This is an optimization exercise on Yosys and OpenROAD, whose aim is small area, a short achievable clock period and few clock cycles, not a production implementation. Function was checked by simulation only, so behaviour that the tests miss may differ from the original. Power is estimated from default activity; no workload was simulated.

## flow/design.v (module list and top-level ports; edited modules follow where they fit)
// module kc_div: 18 lines
// module kc_core: 951 lines
module kc_core (
    input  wire        clk,
    input  wire        rst,
    input  wire        in_valid,
    output wire        in_ready,
    input  wire [1:0]  in_op,
    input  wire        in_wheel,
    input  wire [31:0] in_data,
    output wire [15:0] kp,
    output wire [15:0] ki,
    output wire [15:0] kd,
    output wire [23:0] setpoint_l,
    output wire [23:0] setpoint_r,
    output wire [31:0] speed_inst_l,
    output wire [31:0] speed_inst_r,
    output wire [31:0] speed_avg_l,
    output wire [31:0] speed_avg_r,
    output wire [31:0] integ_l,
    output wire [31:0] integ_r,
    output wire [31:0] prev_err_l,
    output wire [31:0] prev_err_r,
    output wire [15:0] duty_l,
    output wire [15:0] duty_r
);
  // ...
==> flow/flow/run.sh <==
#!/bin/bash
set -euo pipefail
bash standard.sh SETUP_SLACK_MARGIN=7 finish > make_finish.log 2>&1
==> flow/standard.sh <==
#!/bin/bash
# synth_recipe.tcl (not shown) runs the flow's synth.tcl, then flattens the netlist and writes it again
# the make line also repeats each setting of config.mk as NAME=value (left out here)
make -C /OpenROAD-flow-scripts/flow DESIGN_CONFIG=/design/flow/config.mk WORK_HOME=/design/flow/orfs CLKGATE_MAP_FILE= SYNTH_SCRIPT=/design/flow/synth_recipe.tcl "${@:-finish}"
==> flow/config.mk <==
export PLATFORM = sky130hd
export DESIGN_NAME = kc_core
export DESIGN_NICKNAME = kc_core
export VERILOG_FILES = /design/flow/design.v
export SDC_FILE = /design/flow/constraint.sdc
export NUM_CORES = 4
export LEC_CHECK = 0
export CAP_MARGIN = 20
export CORE_MARGIN = 2
export CORE_UTILIZATION = 40
export PLACE_DENSITY = 0.6
export SETUP_SLACK_MARGIN = 5
export SLEW_MARGIN = 20
==> flow/constraint.sdc <==
create_clock -name core_clock -period 12.0 [get_ports {clk}]
set_input_delay 2.4000 -clock core_clock [delete_from_list [all_inputs] [get_ports {clk}]]
set_output_delay 2.4000 -clock core_clock [all_outputs]
set_load 0.01 [all_outputs]
==> flow_metrics.tcl, run 1 <==
set metrics [dict create \
    synth_top_family_by_area "compound AO/OA/AOI/OAI gates" \
    cts.sinks 656 \
    final.setup.tns_ns 0 \
    cp_num_cells 28 \
    cp-startpoint "e_q[8]$_DFF_P_" \
    outcome "no timing/DRC/antenna violations" \
    critPathKind "reg2reg" \
    final_cell_mix "nand2_1, inv_1, a21oi_1, ha_1, nor2_1" \
    area_growth_syn_to_layout_pct 19.4 \
    drv_cap 0 \
    inverters 620 \
    top_usage_layer "met2" \
    ys_seq_elements 656 \
    grt_pass1_vias 49900 \
    clockBufferDepth 3 \
    largestPowerGroup "combinational logic" \
    pin_count 423 \
    muxShareOfSynthArea 0.0497 \
    place_area_um2 63400 \
    layout_setup_ws_ns 6.34 \
    largest_registers "i_q: 32 flops, integ0: 32 flops, integ1: 32 flops" \
    use_met3 0.0548 \
    setup_viol 0 \
    vias_per_cell 5.77 \
    rr_endpoint "integ1[25]$_SDFFE_PP0P_" \
    r2r_slack_ns 6.34 \
    sh_seq_area 0.224 \
]
Testbench counts, summed over its fixed seeds: cycles 33,706.
==> inputs of run 2 (changes only) <==
--- a/flow/design.v
+++ b/flow/design.v
@@ -68,17 +68,17 @@
     reg [31:0] integ0, integ1;
     reg [24:0] perr0, perr1;
     reg [13:0] duty0, duty1;
     reg [30:0] lim_q;
     reg [28:0] dt_q;           
     reg [30:0] d3_q;           
     reg [28:0] rem_q;          
     reg [1:0]  nb_q;           
-    reg [1:0]  dig0_q;         
+    reg        first_q;        
     reg [1:0]  a9_q;           
     reg [3:0]  rho_q;          
     reg [3:0]  rho1_q, rho2_q; 
     reg [19:0] qa_q, qap_q;    
     reg [24:0] e_q;            
     reg [31:0] i_q;            
     reg        ex_q;           
     reg        pw_q;           
@@ -93,71 +93,80 @@
     kc_div u_div (
         .r_in  (rem_q),
         .d     (dt_q),
         .d3    (d3_q),
         .nb    (nb_q),
         .r_out (div_r),
         .q     (div_q)
     );
-    wire [31:0] ne_sh = N_EST >> (5'd14 - {cnt, 1'b0});    
+    wire [31:0] ne_sh = N_EST >> {cnt - 4'd1, 1'b0};       
     wire [31:0] nl_sh = N_LIM >> (5'd28 - {cnt, 1'b0});    
     wire        dt_gt500 = !in_data[31] && (in_data[30:0] > 31'd500);
     wire        dt_big   = in_data[30] | in_data[29];
     wire [28:0] dt_n     = !dt_gt500 ? 29'd2500 : dt_big ? 29'h1fffffff : in_data[28:0];
-    wire        dt_le625 = dt_gt500 && (in_data[30:0] <= 31'd625);
-    wire        dt_le1250 = dt_gt500 && (in_data[30:0] <= 31'd1250);
-    wire        dt_le1667 = dt_gt500 && (in_data[30:0] <= 31'd1667);
-    wire [1:0]  dig0_n   = dt_le625 ? 2'd2 : dt_le1250 ? 2'd1 : 2'd0;
-    wire [10:0] r0_1     = 11'd1250 - in_data[10:0];
-    wire [10:0] r0_2     = 11'd1250 - {in_data[9:0], 1'b0};
-    wire [10:0] r0_n     = dt_le625 ? r0_2 : dt_le1250 ? r0_1 : 11'd1250;
-    wire [12:0] d3_s     = {2'd0, in_data[10:0]} + {1'd0, in_data[10:0], 1'b0};
-    wire [30:0] d3_n     = dt_le1667 ? {18'd0, d3_s} : 31'h7fffffff;
+    wire        le1250   = dt_gt500 && (in_data[30:0] <= 31'd1250);
+    wire        le5000   = !dt_gt500 || (in_data[30:0] <= 31'd5000);
+    wire [3:0]  p_n      = le1250 ? 4'd9 : le5000 ? 4'd8 : 4'd7;
+    wire [31:0] r0_n     = le1250 ? 32'd312 : le5000 ? 32'd1250 : 32'd5000;
+    wire [1:0]  nb0_n    = le1250 ? N_EST[19:18] : le5000 ? N_EST[17:16] : N_EST[15:14];
+    wire        dt_small = dt_gt500 && (in_data[30:13] == 18'd0);
+    wire [14:0] d3_s     = {2'd0, in_data[12:0]} + {1'd0, in_data[12:0], 1'b0};
+    wire [30:0] d3_n     = !dt_gt500 ? 31'd7500 : dt_small ? {16'd0, d3_s} : 31'h7fffffff;
     wire [23:0] avg9_0 = {avg0, 3'd0} + {4'd0, avg0};
     wire [23:0] avg9_1 = {avg1, 3'd0} + {4'd0, avg1};
     wire [23:0] avg9_w = w ? avg9_1 : avg9_0;
-    wire [23:0] a9_sh  = avg9_w >> (5'd14 - {cnt, 1'b0});
+    wire [23:0] a9_sh  = avg9_w >> {cnt - 4'd1, 1'b0};
     function [6:0] dstep;      
         input [3:0] r;
         input [2:0] x;
         reg   [5:0] t;
         begin
             t = {r, 2'b00} + {3'd0, x};
             if (t >= 6'd40)      dstep = {3'd4, t[3:0] - 4'd8};
             else if (t >= 6'd30) dstep = {3'd3, t[3:0] - 4'd14};
             else if (t >= 6'd20) dstep = {3'd2, t[3:0] - 4'd4};
             else if (t >= 6'd10) dstep = {3'd1, t[3:0] - 4'd10};
             else                 dstep = {3'd0, t[3:0]};
         end
     endfunction
-    wire [6:0] f00 = dstep(avg9_0[23:20], {1'b0, avg9_0[19:18]} + 3'd0);
-    wire [6:0] f01 = dstep(avg9_0[23:20], {1'b0, avg9_0[19:18]} + 3'd1);
-    wire [6:0] f02 = dstep(avg9_0[23:20], {1'b0, avg9_0[19:18]} + 3'd2);
-    wire [6:0] f10 = dstep(avg9_1[23:20], {1'b0, avg9_1[19:18]} + 3'd0);
-    wire [6:0] f11 = dstep(avg9_1[23:20], {1'b0, avg9_1[19:18]} + 3'd1);
-    wire [6:0] f12 = dstep(avg9_1[23:20], {1'b0, avg9_1[19:18]} + 3'd2);
-    wire [6:0] fw0 = in_wheel ? f10 : f00;
-    wire [6:0] fw1 = in_wheel ? f11 : f01;
-    wire [6:0] fw2 = in_wheel ? f12 : f02;
-    wire [6:0] f_n = dt_le625 ? fw2 : dt_le1250 ? fw1 : fw0;
-    wire [1:0] a9f = in_wheel ? avg9_1[17:16] : avg9_0[17:16];
+    function [13:0] skip;
+        input [13:0] st;
+        input [1:0]  a9b;
+        reg   [6:0]  ds_;
+        begin
+            ds_  = dstep(st[3:0], {1'b0, a9b});
+            skip = {st[11:4], 2'b00, ds_[3:0]} + {7'd0, ds_[6:4], 4'd0};
+        end
+    endfunction
+    wire [13:0] s09 = {10'd0, avg9_0[23:20]};
+    wire [13:0] s08 = skip(s09, avg9_0[19:18]);
+    wire [13:0] s07 = skip(s08, avg9_0[17:16]);
+    wire [13:0] s19 = {10'd0, avg9_1[23:20]};
+    wire [13:0] s18 = skip(s19, avg9_1[19:18]);
+    wire [13:0] s17 = skip(s18, avg9_1[17:16]);
+    wire [13:0] sw9 = in_wheel ? s19 : s09;
+    wire [13:0] sw8 = in_wheel ? s18 : s08;
+    wire [13:0] sw7 = in_wheel ? s17 : s07;
+    wire [23:0] a9i = in_wheel ? avg9_1 : avg9_0;
+    wire [13:0] st_n = le1250 ? sw9 : le5000 ? sw8 : sw7;
+    wire [1:0]  a9f  = le1250 ? a9i[19:18] : le5000 ? a9i[17:16] : a9i[15:14];
     wire [6:0] ds0 = dstep(rho_q, {1'b0, a9_q} + 3'd0);
     wire [6:0] ds1 = dstep(rho_q, {1'b0, a9_q} + 3'd1);
     wire [6:0] ds2 = dstep(rho_q, {1'b0, a9_q} + 3'd2);
     wire [6:0] ds3 = dstep(rho_q, {1'b0, a9_q} + 3'd3);
     wire [6:0] ds  = (div_q == 2'd0) ? ds0 : (div_q == 2'd1) ? ds1 :
                      (div_q == 2'd2) ? ds2 : ds3;
     wire [2:0] yv  = ds[6:4];
     wire [19:0] qa_n  = yv[2] ? {qap_q[17:0], 2'd0} : {qa_q[17:0], yv[1:0]};
     wire [19:0] qap_n = yv[2] ? {qap_q[17:0], 2'd1} :
                         (yv[1:0] == 2'd3) ? {qap_q[17:0], 2'd0} :
                         {qa_q[17:0], yv[1:0] + 2'd1};
     wire [19:0] inst_w  = w ? inst1 : inst0;
-    wire [19:0] inst_nx = (cnt == 4'd0) ? {16'd0, dig0_q, div_q} : {inst_w[17:0], div_q};
+    wire [19:0] inst_nx = first_q ? {18'd0, div_q} : {inst_w[17:0], div_q};
     wire [15:0] kp_sh = kp_q >> (5'd12 - {cnt, 2'b00});
     wire [6:0] k1a = dstep(rho1_q, {1'b0, kp_sh[3:2]});
     wire [6:0] k2a = dstep(rho2_q, {1'b0, k1a[5:4]});
     wire [6:0] k1b = dstep(k1a[3:0], {1'b0, kp_sh[1:0]});
     wire [6:0] k2b = dstep(k2a[3:0], {1'b0, k1b[5:4]});
     wire [12:0] ki_nx = {ki_q[8:0], k1a[5:4], k1b[5:4]};
     wire [9:0]  kd_nx = {kd_q[5:0], k2a[5:4], k2b[5:4]};
     wire        ex      = ex_q;
@@ -825,26 +834,27 @@
             duty0  <= 14'd0;
             duty1  <= 14'd0;
             lim_q  <= 31'd6553600;
         end else begin
             case (state)
                 S_IDLE: begin
                     dt_q   <= dt_n;
                     d3_q   <= d3_n;
-                    rem_q  <= {18'd0, r0_n};
-                    nb_q   <= N_EST[17:16];
-                    dig0_q <= dig0_n;
+                    rem_q  <= r0_n[28:0];
+                    nb_q   <= nb0_n;
+                    first_q <= 1'b1;
                     a9_q   <= a9f;
-                    rho_q  <= f_n[3:0];
-                    qa_q   <= {17'd0, f_n[6:4]};
-                    qap_q  <= {17'd0, f_n[6:4]} + 20'd1;
+                    rho_q  <= st_n[3:0];
+                    qa_q   <= {10'd0, st_n[13:4]};
+                    qap_q  <= {10'd0, st_n[13:4]} + 20'd1;
                     rho1_q <= 4'd0;
                     rho2_q <= 4'd0;
                     cnt    <= 4'd0;
+                    if (in_valid && in_op == OP_EST) cnt <= p_n;
                     if (in_valid) begin
                         case (in_op)
                             OP_EST: begin
                                 w     <= in_wheel;
                                 state <= S_EST;
                             end
                             OP_TICK: begin
                                 w     <= 1'b1;
@@ -858,27 +868,28 @@
                             OP_SET_SP: begin
                                 if (in_wheel) sp1 <= in_data[23:0];
                                 else          sp0 <= in_data[23:0];
                             end
                         endcase
                     end
                 end
                 S_EST: begin
-                    cnt   <= cnt_n;
+                    cnt   <= cnt - 4'd1;
+                    first_q <= 1'b0;
                     d3_q  <= {2'd0, dt_q} + {1'd0, dt_q, 1'b0};
                     rem_q <= div_r;
                     nb_q  <= ne_sh[1:0];
                     a9_q  <= a9_sh[1:0];
                     rho_q <= ds[3:0];
                     qa_q  <= qa_n;
                     qap_q <= qap_n;
                     if (w) inst1 <= inst_nx;
                     else   inst0 <= inst_nx;
-                    if (cnt == 4'd8) begin
+                    if (cnt == 4'd0) begin
                         if (w) avg1 <= qa_n;
                         else   avg0 <= qa_n;
                         state <= S_IDLE;
                     end
                 end
                 S_KI: begin
                     cnt    <= cnt_n;
                     rho1_q <= k1b[3:0];
==> flow/config.mk (replaced) <==
export PLATFORM = sky130hd
export DESIGN_NAME = kc_core
export DESIGN_NICKNAME = kc_core
export VERILOG_FILES = /design/flow/design.v
export SDC_FILE = /design/flow/constraint.sdc
export NUM_CORES = 4
export LEC_CHECK = 0
export CAP_MARGIN = 20
export CORE_MARGIN = 2
export CORE_UTILIZATION = 40
export CTS_CLUSTER_DIAMETER = 60
export CTS_CLUSTER_SIZE = 30
export PLACE_DENSITY = 0.6
export SETUP_SLACK_MARGIN = 5
export SLEW_MARGIN = 20
==> flow_metrics.tcl, run 2 <==
set metrics [dict create \
    outcome "no timing/DRC/antenna violations" \
    max-vdd-ir-drop_mv 0.205 \
    p_leak_nw 29.1 \
    reg2reg_depth 20 \
    worstPathMaxFanout 8 \
    grt_max_degree 121 \
    ys_seq_elements 655 \
    end_kind "flop" \
    p_per_area_nw_per_um2 244 \
    dieArea_um2 146000 \
    grt.total_usage 0.282 \
    cpMaxStageDelayCell "fa_1" \
    setup_viol 0 \
    final.setup.tns_ns 0 \
    synth_cell_types 100 \
    rows 138 \
    routed_wl_mm 216 \
    hold_end "sp0[20]$_SDFFE_PP0P_" \
    holdBufCountCts 0 \
    port_buffers 361 \
    yosysSeqAreaShare 0.269 \
    clockRootBuffer "clkbuf_16" \
    holdWs_ns 0.474 \
    cts.sinks 655 \
    vias 53100 \
    finalHoldViolations 0 \
    antenna_found_initial 12 \
    finalMaxSlewViolations 0 \
    min_path_type "reg2reg" \
    grt_pass1_vias 50700 \
    final_common_cell "nand2_1" \
    worstMarginPinSlew_ns 1.20 \
    wl_per_cell_um 23.7 \
    gp_congestion 0.935 \
    ys.flop_type "dfxtp_1" \
    grt_setup_unrepaired "yes" \
    worst_path_most_repeated_cell "mux2_4" \
    r2r-start "w$_SDFFE_PP0P_" \
    netlist_instances 6696 \
    finalClockSkew_ns 0.0452 \
    clk_latency_ns 0.73 \
    drtIter0Drc 4907 \
    postRouteAntennaNets 0 \
    holdPathStages 2 \
    yosys_warnings 1 \
    htree_levels 3 \
    area_growth_syn_to_layout_pct 24.8 \
    async_reset_ff_frac 0 \
    drc 0 \
    slew_headroom 0.200 \
    crit_arrival_ns 6.19 \
    overflow 0 \
    fillCellCount 13100 \
    clockBufferDepth 3 \
    grt_pass1_wl_mm 318 \
    critPathKind "reg2reg" \
    die_h_um 383 \
    netlist_top_cells_area "dfxtp_1, edfxtp_1, ha_1" \
    crit_required_ns 12.59 \
    initial_core_util 0.404 \
    synth_top_cell_by_area "dfxtp_1" \
    fmax_mhz 179 \
    rr_endpoint "duty1[10]$_SDFFE_PP0P_" \
    clkTransAtPathRegs_ns 0.06 \
    largest_registers "i_q: 32 flops, integ0: 32 flops, integ1: 32 flops" \
    drt_first_pass_iters 6 \
    path_cells "mux2_4, and2_4, fa_1, ha_2, fa_2, a311o_1, and4_1, a221o_2, a31oi_4, o211a_1, or4b_4, a31o_4, a21oi_2, or3_1, mux2_4, nand2_2, o211ai_1, buf_4, or3_4, a32o_1" \
    slowest_delay_ns 0.49 \
    layout_setup_ws_ns 6.40 \
    timing.final.crit_share 0.467 \
    synthTopCellsByCount "nand2_1, a21oi_1, nor2_1" \
    min_period_ns 5.60 \
    synth.most_common_cell "nand2_1" \
    synth_area_per_cell_um2 8.56 \
    nNetsFinal 7923 \
    power.total_mw 17.5 \
    cts_tree "built" \
    synth_edf_count 229 \
    pin_count 423 \
    drv_cap 0 \
    r2r_slack_ns 6.40 \
    synth_area_um2 57300 \
    core_um2 142000 \
    synth_top_cell_area_share 0.149 \
    die_width_um 383 \
    startpoint_type "flop" \
    final_cell_mix "nand2_1, nor2_1, a21oi_1, inv_1, ha_1" \
    cts_buffers 87 \
    vias_per_cell 5.83 \
    worstHoldStart "sp0[20]$_SDFFE_PP0P_" \
    place_ws_ns 4.75 \
    drive_gt1_frac 0.168 \
    dp_hpwl_mm 155 \
]
[run 2: cells by family after synthesis]
family	count (synthesis)	synth area share
buf+inv	908	0.0645
mux	241	0.0486
compound gates	1785	0.203
simple gates	1928	0.156
other cells	1	0.0000654
flops	655	0.269
fa+ha+maj	758	0.195
xor+xnor	420	0.0643
[run 2: per-stage QoR]
| step | util | std cells | cell area, um^2 |
|---|---|---|---|
| floorplan | - | 6756 | 58100 |
| global placement | 0.443 | 8683 | 62900 |
| detailed placement | 0.443 | 8684 | 62900 |
| CTS | 0.490 | 8995 | 69500 |
| global route | 0.504 | 9097 | 71600 |
| finish | 0.504 | 9101 | 71600 |
[run 2: where the power goes]
group | switching (mW) | internal (mW)
registers | 0.479 | 2.70
logic | 6.60 | 4.85
clock network | 1.27 | 1.59
[run 2: cell type report]
| type | count | area, um^2 | area share |
|---|---|---|---|
| Clock buffer | 94 | 2290 | 0.0320 |
| Clock inverter | 69 | 863 | 0.0121 |
| Sequential cell | 655 | 15500 | 0.217 |
| Antenna cell | 10 | 25.0 | 0.000350 |
| Timing Repair Buffer | 679 | 6810 | 0.0951 |
| Inverter | 506 | 1910 | 0.0267 |
| Multi-Input combinational cell | 5198 | 41800 | 0.584 |
| Tap cell | 1890 | 2360 | 0.0330 |
[run 2: critical path: cells and delay by family, from the launching register on]
| family | cells | cell delay (ns) |
|---|---|---|
| multiplexers | 2 | 0.69 |
| AO/OA/AOI/OAI | 8 | 1.72 |
| flip-flops | 1 | 0.45 |
| AND/OR/NAND/NOR | 6 | 1.29 |
| adder cells (fa/ha/maj) | 3 | 1.10 |
| buffers and inverters | 1 | 0.21 |
[run 2: repair_timing]
| action | in CTS | in global routing |
|---|---|---|
| cloned | 18 | 5 |
| endpoints found under the hold margin | 0 | 0 |
| setup buffers | 130 | 91 |
| resized for setup | 451 | 283 |
| endpoints found under the setup margin | 230 | 189 |
| pin swaps | 205 | 132 |
[run 2: worst max-delay path by stage]
stage	startpoint	endpoint	slack (ns)	depth (start not counted)
2_1_floorplan	w$_SDFFE_PP0P_	duty1[2]$_SDFFE_PP0P_	6.43	22
3_3_place_gp	in_data[22]	qap_q[4]$_DFFE_PP_	4.85	15
3_5_place_dp	in_data[22]	qap_q[4]$_DFFE_PP_	4.75	15
4_1_cts	w$_SDFFE_PP0P_	duty1[10]$_SDFFE_PP0P_	6.38	20
5_1_grt	w$_SDFFE_PP0P_	duty1[6]$_SDFFE_PP0P_	6.25	21
6_report	w$_SDFFE_PP0P_	duty1[10]$_SDFFE_PP0P_	6.40	20
[run 2: metal layers]
metal	vias up	wire length [um]	track usage
met5	-	46	0
met4	8	8890	0.107
met3	403	20200	0.0672
met2	2147	94200	0.431
met1	26000	92600	0.384
li1	24500	-	-
Testbench counts of run 2, summed over its fixed seeds: cycles 31,888.

## separate check: timing with driven ports
No port has a modelled driver above. Below, the same layouts with a new extraction and two added sets of constraints. Step 1 sets driving cells, clkbuf_16 on the clock port and buf_2 on the other inputs (assumed; they add their load-dependent delay and slew). Step 2 also shifts input and output timing later by t, the mid clock arrival at the registers, as if the neighbouring blocks saw the same clock. Three values: no drivers, after step 1, after step 2; two values: the first two.
run	t, ns	setup WS [ns]	slew at the worst register clock pin (ns)
run 1	0.780	6.337 / 6.337 / 6.337	0.07 / 0.07
run 2	0.793	6.401 / 6.401 / 5.916	0.08 / 0.08
After both steps every run listed still meets setup and hold. For run 2, which loses most, drivers alone change the setup slack by 0.000 ns; drivers and shift together by -0.485 ns.
